This design comes from an exercise in tuning for small area, a short achievable clock period and few clock cycles per item on the open sky130 flow, not from production work.
Only simulation tests tie the RTL to the original design; equivalence was not proved.

==> flow/design.v (outline; a module is shown in full before it is edited, if it fits) <==
// module aes_sbox: 189 lines
// module aes_sbox_a: 144 lines
// module aes_sbox_b: 68 lines
// module inv_in_map: 13 lines
// module inv_core: 165 lines
// module inv_out_map: 13 lines
// module inv_key_map: 13 lines
// module inv_col_map: 37 lines
// module inv_core_a: 119 lines
// module inv_core_b: 68 lines
// module aes_inv_sbox: 201 lines
// module aes256_cbc_dec: 250 lines
module aes256_cbc_dec (
    input  wire         clk,
    input  wire         rst,           
    input  wire         key_valid,
    output wire         key_ready,
    input  wire [255:0] key,
    input  wire [127:0] iv,
    input  wire         in_valid,
    output wire         in_ready,
    input  wire [127:0] in_block,
    input  wire         in_last,
    output wire         out_valid,
    input  wire         out_ready,
    output wire [127:0] out_block,
    output wire         out_last,
    output wire         out_pad_ok,
    output wire [4:0]   out_pad_len
);
  // ...
==> flow/flow/run.sh <==
#!/bin/bash
set -euo pipefail
margin=$(tr -d ' \n' < flow/setup_margin.txt)
portbuf=$(tr -d ' \n' < flow/port_buffer.txt)
extra="SETUP_SLACK_MARGIN=${margin} 'BUFFER_PORTS_ARGS=-buffer_cell ${portbuf}'"
sed "s|CLKGATE_MAP_FILE= |CLKGATE_MAP_FILE= ${extra} |" standard.sh > standard_margin.sh
grep -q "SETUP_SLACK_MARGIN=${margin} " standard_margin.sh
# ORFS writes each step's full log under orfs/logs; make's own output goes here
bash standard_margin.sh > make_orfs.log 2>&1
==> flow/flow/port_buffer.txt <==
sky130_fd_sc_hd__buf_1
==> flow/flow/setup_margin.txt <==
8
==> flow/standard.sh <==
#!/bin/bash
# synth_recipe.tcl (not shown) runs the flow's synth.tcl, then flattens the netlist and writes it again
# the make line also repeats each setting of config.mk as NAME=value (left out here)
make -C /OpenROAD-flow-scripts/flow DESIGN_CONFIG=/design/flow/config.mk WORK_HOME=/design/flow/orfs CLKGATE_MAP_FILE= SYNTH_SCRIPT=/design/flow/synth_recipe.tcl "${@:-finish}"
==> flow/config.mk <==
export PLATFORM = sky130hd
export DESIGN_NAME = aes256_cbc_dec
export DESIGN_NICKNAME = aes256_cbc_dec
export VERILOG_FILES = /design/flow/design.v
export SDC_FILE = /design/flow/constraint.sdc
export NUM_CORES = 8
export LEC_CHECK = 0
export CAP_MARGIN = 20
export CORE_MARGIN = 2
export CORE_UTILIZATION = 55
export CTS_CLUSTER_DIAMETER = 100
export CTS_CLUSTER_SIZE = 20
export SLEW_MARGIN = 20
==> flow/constraint.sdc <==
create_clock -name core_clock -period 12.0 [get_ports {clk}]
set_input_delay 2.4000 -clock core_clock [delete_from_list [all_inputs] [get_ports {clk}]]
set_output_delay 2.4000 -clock core_clock [all_outputs]
set_load 0.01 [all_outputs]
==> summary.txt, run 1 <==
Core Region - 0.1786 mm^2
Critical Path Sink Type - flip-flop
met2 usage - 62.70%
total track usage - 42.56%
DP HPWL - 307600 um
routed vias - 80884
hold_sp - nfirst
GRT overflow - 0
fin crit share - 34.18%
mux share of post-synthesis cell area - 6.481%
critical path data required time - 12460 ps
design area - 0.1117 mm^2
routability cong. - 1.068
DRC Markers - 0
Initial Util - 55.39%
Crit-path slowest cell - xnor2_1
TNS Setup - 0 ps
routed length on met3 - 47570 um
critical path arrival - 4570 ps
Post-synth EDFFs - 1099
cell depth of the worst flop-to-flop path - 11
Worst Setup SP - kw[225]
number of global-route vias before repair - 75694
Distinct cells, synth - 89
Port Buffers - 655
hold_ws - 463.0 ps
Sink Count - 1182
largest registers - kf: 256 flops, kw: 256 flops, r2: 192 flops
CTS max path bufs - 3
Final WS setup - 7898 ps
status - finished clean
count of flip-flops and latches - 1182
top cell type's share of synthesized area - 33.35%
Worst-Margin Slew - 1236 ps
Synth Flop Type - edfxtp_1
Clock transition at path regs - 90 ps
CP dominant cell by count - xnor2_1
largest cells by area after synthesis - edfxtp_1 33%, xnor2_1 26%, xor2_1 11%
RSZ-0062 raised after global routing - true
Non-clk invs - 70
Testbench counts, summed over its fixed seeds: cycles 32,558, blocks 2,062.
==> module aes256_cbc_dec, before the edit <==
module aes256_cbc_dec (
    input  wire         clk,
    input  wire         rst,           
    input  wire         key_valid,
    output wire         key_ready,
    input  wire [255:0] key,
    input  wire [127:0] iv,
    input  wire         in_valid,
    output wire         in_ready,
    input  wire [127:0] in_block,
    input  wire         in_last,
    output wire         out_valid,
    input  wire         out_ready,
    output wire [127:0] out_block,
    output wire         out_last,
    output wire         out_pad_ok,
    output wire [4:0]   out_pad_len
);
    reg        open;       
    reg        kgot;       
    reg        kexp;       
    reg        kvalid;     
    reg [4:0]  kcnt;       
    reg        act;        
    reg [4:0]  cnt;
    reg        d0, d1, d27, d28, d29;   
    reg        dks;        
    reg        dmc;        
    reg [3:0]  rnd;        
    reg        has_y;      
    reg        x_last;     
    reg        y_last;     
    reg        pend;       
    reg        pend_last;
    reg        nfirst;     
    reg        s1pt;       
    reg        s1last;     
    reg        s1pad;      
    reg        pad_ok_r;
    reg [4:0]  pad_len_r;
    reg        rdy_x;      
    reg        rdy_yl;     
    reg        rdy_y;      
    reg        in_rdy_r, key_rdy_r, outv;
    reg [127:0] s1;        
    reg [191:0] r2;        
    reg [127:0] ca;        
    reg [127:0] cb;        
    reg [255:0] kf;        
    reg [255:0] kw;        
    wire [31:0] f7   = kf[31:0];
    wire [31:0] frot = kcnt[1] ? f7 : {f7[23:0], f7[31:24]};
    wire [31:0] fsub = ssub;
    wire [7:0]  frcon = kcnt[1] ? 8'h00 : (8'h01 << kcnt[4:2]);
    wire [31:0] ft  = fsub ^ {frcon, 24'h0};
    wire [31:0] fp1 = kf[255:224] ^ kf[223:192];
    wire [31:0] fp2 = fp1 ^ kf[191:160];
    wire [31:0] fp3 = fp2 ^ kf[159:128];
    wire [255:0] kf_next = {kf[127:0], kf[255:224] ^ ft, fp1 ^ ft, fp2 ^ ft, fp3 ^ ft};
    wire [31:0] b3   = kw[159:128];
    wire [31:0] brot = rnd[0] ? {b3[23:0], b3[31:24]} : b3;
    wire [31:0] bsub = ssub;
    wire        sel_f = kexp && !kcnt[0];
    wire [31:0] srot  = sel_f ? frot : brot;
    wire [47:0] sha;
    reg  [47:0] sha_r;
    wire [31:0] ssub;
    genvar gk;
    generate
        for (gk = 0; gk < 4; gk = gk + 1) begin : g_ks
            aes_sbox_a u_a (.a(srot[8*gk +: 8]),   .y(sha[12*gk +: 12]));
            aes_sbox_b u_b (.a(sha_r[12*gk +: 12]), .y(ssub[8*gk +: 8]));
        end
    endgenerate
    wire [7:0]  brcon = rnd[0] ? (8'h01 << rnd[3:1]) : 8'h00;
    wire [31:0] bp0 = kw[127:96] ^ bsub ^ {brcon, 24'h0};
    wire [31:0] bp1 = kw[127:96] ^ kw[95:64];
    wire [31:0] bp2 = kw[95:64]  ^ kw[63:32];
    wire [31:0] bp3 = kw[63:32]  ^ kw[31:0];
    wire [255:0] kw_next = {bp0, bp1, bp2, bp3, kw[255:128]};
    wire [127:0] sr, inv;
    wire [191:0] inv_a;
    genvar gr, gc, gb;
    generate
        for (gc = 0; gc < 4; gc = gc + 1) begin : g_sr_c
            for (gr = 0; gr < 4; gr = gr + 1) begin : g_sr_r
                assign sr[127 - 8*(gr + 4*gc) -: 8] =
                       s1[127 - 8*(gr + 4*((gc - gr + 4) % 4)) -: 8];
            end
        end
        for (gb = 0; gb < 16; gb = gb + 1) begin : g_inv
            inv_core_a u_inv (.a(sr[8*gb +: 8]), .y(inv_a[12*gb +: 12]));
        end
    endgenerate
    wire [127:0] blk   = pend ? cb : in_block;
    wire [127:0] rkt, ark_t, pt, s1_in, mc;
    generate
        for (gb = 0; gb < 16; gb = gb + 1) begin : g_byte
            inv_core_b  u_invb (.a(r2[12*gb +: 12]), .y(inv[8*gb +: 8]));
            inv_key_map u_key (.a(kw[128 + 8*gb +: 8]), .y(rkt[8*gb +: 8]));
            inv_out_map u_out (.a(ark_t[8*gb +: 8]),   .y(pt[8*gb +: 8]));
            inv_in_map  u_in  (.a(blk[8*gb +: 8] ^ kf[8*gb +: 8]), .y(s1_in[8*gb +: 8]));
        end
        for (gc = 0; gc < 4; gc = gc + 1) begin : g_mc
            inv_col_map u_col (.a({ark_t[103 - 32*gc -: 8], ark_t[111 - 32*gc -: 8],
                                   ark_t[119 - 32*gc -: 8], ark_t[127 - 32*gc -: 8]}),
                               .y({mc[103 - 32*gc -: 8], mc[111 - 32*gc -: 8],
                                   mc[119 - 32*gc -: 8], mc[127 - 32*gc -: 8]}));
        end
    endgenerate
    assign ark_t = inv ^ rkt;
    wire [127:0] pt_c = pt ^ ca;
    assign key_ready = key_rdy_r;
    assign in_ready  = in_rdy_r;
    assign out_valid = outv;
    wire take    = outv && out_ready;
    wire s1_free = !s1pt || take;
    wire slot    = !act || d29;                         
    wire key_acc = key_valid && key_rdy_r;
    wire kload   = key_valid && !open && !kgot && !pend && (!act || cnt[0] || d28);
    wire x_acc   = in_valid && rdy_x;
    wire ld_x    = slot && s1_free && (pend || x_acc);
    wire ld_y    = d0 && !x_last && in_valid;
    wire fin_x   = d27;
    wire fin_y   = d28 && has_y;
    wire wr_y    = fin_y && s1_free;
    wire hold_y  = fin_y && !s1_free;
    reg        open_n, kgot_n, kexp_n, kvalid_n, act_n, has_y_n, x_last_n, y_last_n;
    reg        pend_n, pend_last_n, nfirst_n, s1pt_n, s1last_n, s1pad_n;
    reg [4:0]  kcnt_n, cnt_n;
    reg [3:0]  rnd_n;
    reg        d0_n, d1_n, d27_n, d28_n, d29_n, rdy_x_n, rdy_yl_n, rdy_y_n;
    always @(*) begin
        open_n = open;   kgot_n = kgot;   kexp_n = kexp;   kvalid_n = kvalid;
        kcnt_n = kcnt;   act_n = act;     cnt_n = cnt;     rnd_n = rnd;
        has_y_n = has_y; x_last_n = x_last; y_last_n = y_last;
        pend_n = pend;   pend_last_n = pend_last; nfirst_n = nfirst;
        s1pt_n = s1pt;   s1last_n = s1last; s1pad_n = s1pad;
        if (rst) begin
            open_n = 1'b0; kgot_n = 1'b0; kexp_n = 1'b0; kvalid_n = 1'b0;
            act_n = 1'b0;  pend_n = 1'b0; s1pt_n = 1'b0;
        end else begin
            if (kload) begin
                kgot_n = 1'b1; kexp_n = 1'b1; kvalid_n = 1'b0; kcnt_n = 5'd0;
            end else if (kexp) begin
                kcnt_n = kcnt + 5'd1;
                if (kcnt == 5'd25) begin
                    kexp_n = 1'b0; kvalid_n = 1'b1;
                end
            end
            if (key_acc) begin
                kgot_n = 1'b0; open_n = 1'b1; nfirst_n = 1'b1;
            end
            if (x_acc) begin
                open_n = !in_last;
                nfirst_n = 1'b0;
                if (!s1_free) begin
                    pend_n = 1'b1; pend_last_n = in_last;
                end
            end
            if (in_valid && rdy_yl)
                open_n = 1'b0;
            if (ld_x) begin
                act_n = 1'b1; cnt_n = 5'd0; rnd_n = 4'd13; pend_n = 1'b0;
                x_last_n = pend ? pend_last : in_last;
                has_y_n = 1'b0;
            end else if (act) begin
                if (!hold_y)
                    cnt_n = cnt + 5'd1;
                if (d29)
                    act_n = 1'b0;
                if (ld_y) begin
                    has_y_n = 1'b1; y_last_n = in_last;
                end
                if (dks)
                    rnd_n = rnd - 4'd1;
            end
            if (fin_x || wr_y) begin
                s1pt_n = 1'b1;
                s1last_n = fin_x ? x_last : y_last;
                s1pad_n = 1'b0;
            end else begin
                if (take)
                    s1pt_n = 1'b0;
                if (s1pt && s1last && !s1pad)
                    s1pad_n = 1'b1;
            end
        end
        d0_n  = act_n && (cnt_n == 5'd0);
        d1_n  = act_n && (cnt_n == 5'd1);
        d27_n = act_n && (cnt_n == 5'd27);
        d28_n = act_n && (cnt_n == 5'd28);
        d29_n = act_n && (cnt_n == 5'd29);
        rdy_x_n  = (!act_n || d29_n) && open_n && kvalid_n && !pend_n &&
                   !(nfirst_n && (act_n || s1pt_n));
        rdy_yl_n = d1_n  && has_y_n && y_last_n;
        rdy_y_n  = d27_n && has_y_n && !y_last_n;
    end
    always @(posedge clk) begin
        open <= open_n;   kgot <= kgot_n;   kexp <= kexp_n;   kvalid <= kvalid_n;
        kcnt <= kcnt_n;   act <= act_n;     cnt <= cnt_n;     rnd <= rnd_n;
        has_y <= has_y_n; x_last <= x_last_n; y_last <= y_last_n;
        pend <= pend_n;   pend_last <= pend_last_n; nfirst <= nfirst_n;
        s1pt <= s1pt_n;   s1last <= s1last_n; s1pad <= s1pad_n;
        d0 <= d0_n; d1 <= d1_n; d27 <= d27_n; d28 <= d28_n; d29 <= d29_n;
        dks <= act_n && !cnt_n[0] && (cnt_n >= 5'd2) && (cnt_n <= 5'd26);
        dmc <= act_n && (cnt_n >= 5'd1) && (cnt_n <= 5'd26);
        rdy_x <= rdy_x_n; rdy_yl <= rdy_yl_n; rdy_y <= rdy_y_n;
        in_rdy_r  <= rdy_x_n || rdy_yl_n || rdy_y_n;
        key_rdy_r <= kgot_n && !pend_n &&
                     (!act_n || d29_n || ((d27_n || d28_n) && !has_y_n));
        outv      <= s1pt_n && (!s1last_n || s1pad_n);
    end
    wire [7:0] pad = s1[7:0];
    reg        pad_ok;
    integer    k;
    always @(*) begin
        pad_ok = (pad != 8'd0) && (pad <= 8'd16);
        for (k = 2; k <= 16; k = k + 1)
            if (k <= pad && s1[8*(k-1) +: 8] != pad)
                pad_ok = 1'b0;
    end
    always @(posedge clk) begin
        if (kload)
            kf <= key;
        else if (kexp && kcnt[0])
            kf <= kf_next;
        sha_r <= sha;
        if (slot)
            kw <= kf;
        else if (dks)
            kw <= kw_next;
        if (s1_free)
            s1 <= dmc ? mc : ((slot || d0) ? s1_in : pt_c);
        if (!hold_y)
            r2 <= inv_a;
        if (key_rdy_r)
            ca <= iv;
        else if (d27 || (d28 && s1_free))
            ca <= cb;
        if (rdy_x || rdy_y)
            cb <= in_block;
        pad_ok_r  <= pad_ok;
        pad_len_r <= pad_ok ? pad[4:0] : 5'd0;
    end
    assign out_block   = s1;
    assign out_last    = s1last;
    assign out_pad_ok  = pad_ok_r;
    assign out_pad_len = pad_len_r;
endmodule
==> inputs of run 2 (changes only) <==
--- a/flow/design.v
+++ b/flow/design.v
@@ -1079,7 +1079,6 @@
     reg [255:0] kf;        
     reg [255:0] kw;        
     wire [31:0] f7   = kf[31:0];
-    wire [31:0] frot = kcnt[1] ? f7 : {f7[23:0], f7[31:24]};
     wire [31:0] fsub = ssub;
     wire [7:0]  frcon = kcnt[1] ? 8'h00 : (8'h01 << kcnt[4:2]);
     wire [31:0] ft  = fsub ^ {frcon, 24'h0};
@@ -1088,10 +1087,10 @@
     wire [31:0] fp3 = fp2 ^ kf[159:128];
     wire [255:0] kf_next = {kf[127:0], kf[255:224] ^ ft, fp1 ^ ft, fp2 ^ ft, fp3 ^ ft};
     wire [31:0] b3   = kw[159:128];
-    wire [31:0] brot = rnd[0] ? {b3[23:0], b3[31:24]} : b3;
     wire [31:0] bsub = ssub;
-    wire        sel_f = kexp && !kcnt[0];
-    wire [31:0] srot  = sel_f ? frot : brot;
+    reg         s_f, s_fr, s_b, s_br;
+    wire [31:0] srot  = ({32{s_f}}  & f7) | ({32{s_fr}} & {f7[23:0], f7[31:24]}) |
+                        ({32{s_b}}  & b3) | ({32{s_br}} & {b3[23:0], b3[31:24]});
     wire [47:0] sha;
     reg  [47:0] sha_r;
     wire [31:0] ssub;
@@ -1235,6 +1234,10 @@
         d0 <= d0_n; d1 <= d1_n; d27 <= d27_n; d28 <= d28_n; d29 <= d29_n;
         dks <= act_n && !cnt_n[0] && (cnt_n >= 5'd2) && (cnt_n <= 5'd26);
         dmc <= act_n && (cnt_n >= 5'd1) && (cnt_n <= 5'd26);
+        s_f  <=  kexp_n && !kcnt_n[0] &&  kcnt_n[1];
+        s_fr <=  kexp_n && !kcnt_n[0] && !kcnt_n[1];
+        s_b  <= !(kexp_n && !kcnt_n[0]) && !rnd_n[0];
+        s_br <= !(kexp_n && !kcnt_n[0]) &&  rnd_n[0];
         rdy_x <= rdy_x_n; rdy_yl <= rdy_yl_n; rdy_y <= rdy_y_n;
         in_rdy_r  <= rdy_x_n || rdy_yl_n || rdy_y_n;
         key_rdy_r <= kgot_n && !pend_n &&
--- a/flow/config.mk
+++ b/flow/config.mk
@@ -7,7 +7,7 @@
 export LEC_CHECK = 0
 export CAP_MARGIN = 20
 export CORE_MARGIN = 2
-export CORE_UTILIZATION = 55
+export CORE_UTILIZATION = 50
 export CTS_CLUSTER_DIAMETER = 100
 export CTS_CLUSTER_SIZE = 20
 export SLEW_MARGIN = 20
==> run 2 against run 1 <==
Worst hold slack improved by 20 ps. Die area increased by 9.3%. Maximum frequency fell by 0.35%. Non-clock buffer count is 51 lower. Area after synthesis decreased by 0.56%. Utilization down 5.5 points. Critical path type unchanged. Critical endpoint is now s1[78].
==> summary.txt, run 2 <==
status - finished clean (unchanged)
mean post-synth cell area - 9.780 um^2 (was 9.627 um^2)
First DRT Iteration DRCs - 9798 (was 10897)
worst min path class - flip-flop to flip-flop (unchanged)
Sink Count - 1186 (was 1182)
Syn Std Cell Area - 0.09839 mm^2 (was 0.09894 mm^2)
Synth Flop Type - edfxtp_1 (unchanged)
min Tclk post-route - 4116 ps (was 4102 ps)
Critical path buffers and inverters - 0 (was 2)
synthesis-to-layout area growth - 13.22% (was 12.93%)
initial antenna violation count - 39 (was 36)
startpoint types - flip-flop (unchanged)
max-capacitance violation count - 0 (unchanged)
Detailed Routing Iterations Pass 1 - 6 (unchanged)
final count of hold timing violations - 0 (unchanged)
critical path data required time - 12470 ps (was 12460 ps)
routed vias - 78307 (was 80884)
DRC Markers - 0 (unchanged)
slew margin rel. - 23.44% (was 16.83%)
Worst Skew - 82.01 ps (was 48.36 ps)
Critical Path Sink Type - flip-flop (unchanged)
crit-path leading delay family - XOR/XNOR gates (unchanged)
CP dominant cell by count - xnor2_1 (unchanged)
vias per cell - 5.822 (was 6.034)
clock latency (worst-skew pair) - 800 ps (was 770 ps)
hold_ws - 482.6 ps (was 463.0 ps)
largest registers - kf: 256 flops, kw: 256 flops, r2: 192 flops (unchanged)
Pins Over Slew Limit - 0 (unchanged)
Post-synth EDFFs - 1096 (was 1099)
DP HPWL - 317400 um (was 307600 um)
crit path kind - flip-flop to flip-flop (unchanged)
top cells by count, synth - 2808 x xnor2_1, 1397 x nand2_1, 1135 x xor2_1 (was 2967 x xnor2_1, 1390 x nand2_1, 1188 x xor2_1)
Die X - 447.6 um (was 428.1 um)
Port Buffers - 655 (unchanged)
Final setup viols - 0 (unchanged)
routed len/inst - 30.70 um (was 30.39 um)
TritonCTS buffer count - 79 (was 75)
CP max stage delay - 650 ps (was 770 ps)
largest cells by area after synthesis - edfxtp_1 33%, xnor2_1 25%, xor2_1 10% (was edfxtp_1 33%, xnor2_1 26%, xor2_1 11%)
worst path cell trace - xnor2_2 -> xnor2_1 -> xnor2_1 -> xnor2_4 -> xor2_1 -> xor2_1 -> xnor2_1 -> xnor2_1 -> mux2i_1 (was buf_4 -> xor2_1 -> xnor2_1 -> xnor2_1 -> xnor2_1 -> xnor2_1 -> buf_4 -> xnor2_1 -> xor2_1 -> a21oi_1 -> o21ai_0)
TritonCTS clock tree - done (unchanged)
post-synthesis async set-or-reset flop share - 0% (unchanged)
most numerous cell in the Yosys netlist - xnor2_1 (unchanged)
CTS max path bufs - 3 (unchanged)
CTS Root Buffer Type - clkbuf_16 (unchanged)
routability cong. - 1.058 (was 1.068)
area of placed instances - 0.1034 mm^2 (was 0.1039 mm^2)
Seq cells post-synth - 1186 (was 1182)
number of global-route vias before repair - 73308 (was 75694)
H-tree depth - 3 (unchanged)
total wire length - 412900 um (was 407400 um)
Crit-path slowest cell - edfxtp_1 (was xnor2_1)
RSZ-0062 raised after global routing - true (unchanged)
most common cell after layout, fill and taps aside - xnor2_1 (unchanged)
Distinct cells, synth - 102 (was 89)
GRT overflow - 0 (unchanged)
Final ANT Viol Nets - 0 (unchanged)
YS warnings - 1 (unchanged)
I/O Pins - 656 (unchanged)
Initial Util - 50.41% (was 55.39%)
Core Region - 0.1952 mm^2 (was 0.1786 mm^2)
fraction of final layout cells with drive strength greater than 1 - 11.99% (was 11.23%)
Synth Net Count - 10667 (was 10883)
hold buffers post-CTS - 0 (unchanged)
design area - 0.1114 mm^2 (was 0.1117 mm^2)
global-route wire length before repair - 560700 um (was 558700 um)
FILL cells - 17373 (was 15212)
total track usage - 39.96% (was 42.56%)
Worst-Margin Slew - 1148 ps (was 1236 ps)
Clock transition at path regs - 90 ps (about the same)
most frequent cells in the layout - 2697 x xnor2_1, 1385 x nand2_1, 1096 x edfxtp_1, 1071 x xor2_1, 644 x buf_1 (was 2830 x xnor2_1, 1386 x nand2_1, 1129 x xor2_1, 1099 x edfxtp_1, 660 x nor2_1)
TNS Setup - 0 ps (unchanged)
Rows - 162 (was 155)
Mapped Cells - 10060 (was 10277)
FMAX - 242.9 MHz (was 243.8 MHz)
critical path arrival - 4590 ps (was 4570 ps)
register area share after synthesis - 35.28% (was 35.03%)
top cell type's share of synthesized area - 33.45% (was 33.35%)
die area - 0.2003 mm^2 (was 0.1833 mm^2)
largest net degree at the start of global routing - 247 (was 191)
nets - 11352 (was 11583)
fin crit share - 34.30% (was 34.18%)
crit path max fanout - 5 (was 7)
Synth area leader - edfxtp_1 (unchanged)
die height - 447.6 um (was 428.1 um)
run 2: changes by cell type in the layout (fill, tap and decap cells not counted), sizes merged, moves of 30 or more:
cell / change
nor2: -30
xor2: -45
a22oi: +63
buf: -43
nand2b: -37
mux2i: -109
xnor2: -87
a22o: +32
run 2: per-stage QoR:
step / util (%) / setup slack (ps) / std cells
final: 57.07 / 7884 / 13450
after global placement: 52.98 / 5846 / 12990
after global routing: 57.05 / 7920 / 13440
after CTS: 56.00 / 7914 / 13314
after detailed placement: 52.98 / 5774 / 12990
after floorplan: - / 5784 / 10060
run 2: final timing paths:
kind         startpoint  endpoint  slack [ps]  depth (start not counted)
min reg2reg       s1pad     s1pad         480                          2
max reg2reg     kw[205]    s1[78]        7880                          9
max             kw[205]    s1[78]        7880                          9
min               s1pad     s1pad         480                          2
run 2: tightest hold or removal path, stage by stage, from the launching register on:
cell	delay [ps]
dfxtp_1	320
a31oi_1	50
nor2_1	90
run 2: final cells by class:
type / instances / area [um^2] / area share, %
Antenna cell: 25 / 62.56 / 0.05616
Clock buffer: 104 / 2071 / 1.859
Clock inverter: 33 / 524.3 / 0.4706
Inverter: 57 / 221.5 / 0.1988
Multi-Input combinational cell: 8319 / 63770 / 57.25
Sequential cell: 1186 / 34740 / 31.19
Tap cell: 2624 / 3283 / 2.947
Timing Repair Buffer: 1102 / 6714 / 6.027
run 2: per-layer routing:
metal  share of wire, %  global-route usage (%)  routed length, um
met1                 40                   53.18             163700
met2                 45                   61.89             184300
met3                8.5                   5.324              35060
met4                7.2                   24.20              29750
met5              0.010                       0                 42
run 2: cells by family (layout without fill, tap and decap cells):
logic type               after synthesis  in the layout  share of synthesized area [%]
XOR/XNOR                            4068           4068                          37.41
adder cells (fa/ha/maj)              104            104                          1.291
AO/OA/AOI/OAI                       1205           1205                          7.820
flip-flops                          1186           1186                          35.28
AND/OR/NAND/NOR                     2454           2460                          10.54
buffers and inverters                561           1296                          2.395
other                                  0             25                              0
multiplexers                         482            482                          5.264
run 2: what timing repair did:
action / 4_1_cts / 5_1_grt
cloned: 8 / 3
setup endpoints to repair: 645 / 432
setup buffers: 179 / 107
resized for setup: 249 / 165
pin swaps: 8 / 30
Testbench counts of run 2, summed over its fixed seeds: cycles 32,558, blocks 2,062.
==> inputs of run 3 (changes only) <==
--- a/flow/config.mk
+++ b/flow/config.mk
@@ -7,7 +7,7 @@
 export LEC_CHECK = 0
 export CAP_MARGIN = 20
 export CORE_MARGIN = 2
-export CORE_UTILIZATION = 50
+export CORE_UTILIZATION = 65
 export CTS_CLUSTER_DIAMETER = 100
 export CTS_CLUSTER_SIZE = 20
 export SLEW_MARGIN = 20
==> run 3 against run 2 <==
Routed wire length fell by 8.2%. Global-route usage rose by 7.8 points. Die area shrank 23%. Via count rose by 2.2%. Synthesized cell count unchanged. Clock skew fell by 20 ps. Critical endpoint is now s1[42].
==> summary.txt, run 3 <==
vias per cell - 6.300 (was 5.822)
die height - 393.1 um (was 447.6 um)
First DRT Iteration DRCs - 12114 (was 9798)
mean post-synth cell area - 9.780 um^2 (unchanged)
fin crit share - 34.21% (was 34.30%)
largest net degree at the start of global routing - 155 (was 247)
Detailed Routing Iterations Pass 1 - 7 (was 6)
most common cell after layout, fill and taps aside - xnor2_1 (unchanged)
total wire length - 378900 um (was 412900 um)
Synth Flop Type - edfxtp_1 (unchanged)
Final setup viols - 0 (unchanged)
Synth Net Count - 10667 (unchanged)
routed vias - 80061 (was 78307)
critical path arrival - 4620 ps (was 4590 ps)
post-synthesis async set-or-reset flop share - 0% (unchanged)
H-tree depth - 3 (unchanged)
register area share after synthesis - 35.28% (unchanged)
most numerous cell in the Yosys netlist - xnor2_1 (unchanged)
final count of hold timing violations - 0 (unchanged)
critical path data required time - 12510 ps (was 12470 ps)
initial antenna violation count - 26 (was 39)
largest cells by area after synthesis - edfxtp_1 33%, xnor2_1 25%, xor2_1 10% (unchanged)
die area - 0.1545 mm^2 (was 0.2003 mm^2)
Critical Path Sink Type - flip-flop (unchanged)
largest registers - kf: 256 flops, kw: 256 flops, r2: 192 flops (unchanged)
Core Region - 0.1501 mm^2 (was 0.1952 mm^2)
Worst-Margin Slew - 1184 ps (was 1148 ps)
hold buffers post-CTS - 0 (unchanged)
Syn Std Cell Area - 0.09839 mm^2 (unchanged)
Register-to-Register Setup Slack - 7890 ps (was 7880 ps)
TritonCTS buffer count - 75 (was 79)
Non-Filler Instances - 12709 (was 13450)
nets - 11234 (was 11352)
I/O Pins - 656 (unchanged)
min Tclk post-route - 4105 ps (was 4116 ps)
global-route wire length before repair - 525900 um (was 560700 um)
worst path cell trace - or3b_1 -> o21ai_0 -> a22oi_1 -> xor2_1 -> xnor2_2 -> xor2_2 -> xor2_1 -> xnor2_1 -> xnor2_1 -> a21oi_1 (was xnor2_2 -> xnor2_1 -> xnor2_1 -> xnor2_4 -> xor2_1 -> xor2_1 -> xnor2_1 -> xnor2_1 -> mux2i_1)
Seq cells post-synth - 1186 (unchanged)
TNS Setup - 0 ps (unchanged)
number of global-route vias before repair - 74958 (was 73308)
FMAX - 243.6 MHz (was 242.9 MHz)
CP max stage delay - 610 ps (was 650 ps)
CTS max path bufs - 3 (unchanged)
Final ANT Viol Nets - 0 (unchanged)
TritonCTS clock tree - done (unchanged)
Distinct cells, synth - 102 (unchanged)
most frequent cells in the layout - 2726 x xnor2_1, 1385 x nand2_1, 1096 x edfxtp_1, 1083 x xor2_1, 647 x buf_1 (was 2697 x xnor2_1, 1385 x nand2_1, 1096 x edfxtp_1, 1071 x xor2_1, 644 x buf_1)
synthesis-to-layout area growth - 10.45% (was 13.22%)
routed len/inst - 29.82 um (was 30.70 um)
clock latency (worst-skew pair) - 790 ps (was 800 ps)
slew margin rel. - 20.48% (was 23.44%)
GRT overflow - 0 (unchanged)
total track usage - 47.71% (was 39.96%)
Sink Count - 1186 (unchanged)
Clock transition at path regs - 90 ps (about the same)
DP HPWL - 287800 um (was 317400 um)
Mapped Cells - 10060 (unchanged)
crit path max fanout - 10 (was 5)
crit path kind - flip-flop to flip-flop (unchanged)
crit-path leading delay family - XOR/XNOR gates (unchanged)
YS warnings - 1 (unchanged)
top cell type's share of synthesized area - 33.45% (unchanged)
startpoint types - flip-flop (unchanged)
top cells by count, synth - 2808 x xnor2_1, 1397 x nand2_1, 1135 x xor2_1 (unchanged)
CTS Root Buffer Type - clkbuf_16 (unchanged)
DRC Markers - 0 (unchanged)
Crit-path slowest cell - xnor2_2 (was edfxtp_1)
fraction of final layout cells with drive strength greater than 1 - 10.44% (was 11.99%)
Pins Over Slew Limit - 0 (unchanged)
max-capacitance violation count - 0 (unchanged)
Rows - 142 (was 162)
Initial Util - 65.53% (was 50.41%)
status - finished clean (unchanged)
Worst Setup SP - r2[93] (was kw[205])
Critical path buffers and inverters - 0 (unchanged)
Inst Count DP - 12361 (was 12990)
Worst Skew - 62.41 ps (was 82.01 ps)
worst min path class - flip-flop to flip-flop (unchanged)
Post-synth EDFFs - 1096 (unchanged)
Port Buffers - 655 (unchanged)
RSZ-0062 raised after global routing - true (unchanged)
hold_sp - s1pad (unchanged)
Synth area leader - edfxtp_1 (unchanged)
R2R Path Start - r2[93] (was kw[205])
Die X - 393.1 um (was 447.6 um)
routability cong. - 1.094 (was 1.058)
==> run 3: kinds of logic (layout without fill, tap and decap cells) <==
kind of cell	after synthesis	after routing	synth area share, %
xor gates and xnor gates	4068	4068	37.41
muxes	482	482	5.264
and+or+nand+nor	2454	2459	10.54
other	0	19	0
DFF	1186	1186	35.28
buffers and inverters	561	1169	2.395
adders and majority gates	104	104	1.291
AOI/OAI and AO/OA	1205	1206	7.820
==> run 3: worst paths after layout <==
check,endpoint,depth (start not counted)
setup / recovery,s1[42],10
hold / removal,s1pad,2
setup reg to reg,s1[42],10
hold reg to reg,s1pad,2
==> run 3: worst min-delay path, delay by kind of cell, from the launching register on <==
kind / cells / cell delay [ps]
flip-flops: 1 / 310
AND/OR/NAND/NOR: 1 / 90
AO/OA/AOI/OAI: 1 / 50
==> run 3: cell type report <==
type                    instances  area [um^2]
multi-input cells            8319        63200
fillers                     11005        41460
flip-flops and latches       1186        34750
repair buffers                988         5558
well taps                    2016         2522
clock buffers                 100         2002
clock inverters                24        374.1
inverters                      57        221.5
diodes                         19        47.55
==> run 3: per-layer routing <==
| layer | track usage [%] | up-vias | part of all wire [%] |
|---|---|---|---|
| li1 | - | 34761 | - |
| met1 | 62.19 | 38491 | 36 |
| met2 | 67.39 | 5679 | 41 |
| met3 | 15.17 | 1108 | 15 |
| met4 | 32.58 | 22 | 8.4 |
| met5 | 0 | - | 0.040 |
==> run 3: repair_timing <==
item,4_1_cts,5_1_grt
pin swaps,7,19
setup buffers,136,60
cloned,6,3
gates resized for setup,157,179
endpoints found under the setup margin,624,254
==> run 3: per-stage QoR <==
| stage | hold WS, ps | utilization (%) | instance area (um^2) | setup WS (ps) |
|---|---|---|---|---|
| global route | 491.5 | 72.37 | 108600 | 7897 |
| floorplan | 435.8 | - | 98460 | 5784 |
| global placement | 454.0 | 68.21 | 102400 | 5818 |
| detailed placement | 465.8 | 68.21 | 102400 | 5732 |
| CTS | 481.1 | 71.24 | 107000 | 7757 |
| finish | 483.4 | 72.39 | 108700 | 7895 |

==> port drivers added, routing unchanged <==
No port has a modelled driver above. Below, the same layouts with a new extraction and two added sets of constraints. Step 1, drivers: a clkbuf_16 drives clk and a buf_2 each remaining input, both assumed. Step 2 also shifts input and output timing later by t, the mid clock arrival at the registers, as if the neighbouring blocks saw the same clock. Slacks: ideal / step 1 / step 2; pairs: ideal / step 1.
| run | t (ns) | slack for setup (ns) | worst setup path at the end |
|---|---|---|---|
| run 1 | 0.850 | 7.898 / 7.898 / 7.172 | input to register |
| run 2 | 0.863 | 7.884 / 7.867 / 7.219 | input to register |
| run 3 | 0.858 | 7.895 / 7.888 / 7.196 | input to register |
After both steps every run listed still meets setup and hold. For run 1, which loses most, drivers alone change the setup slack by 0.000 ns; drivers and shift together by -0.726 ns.
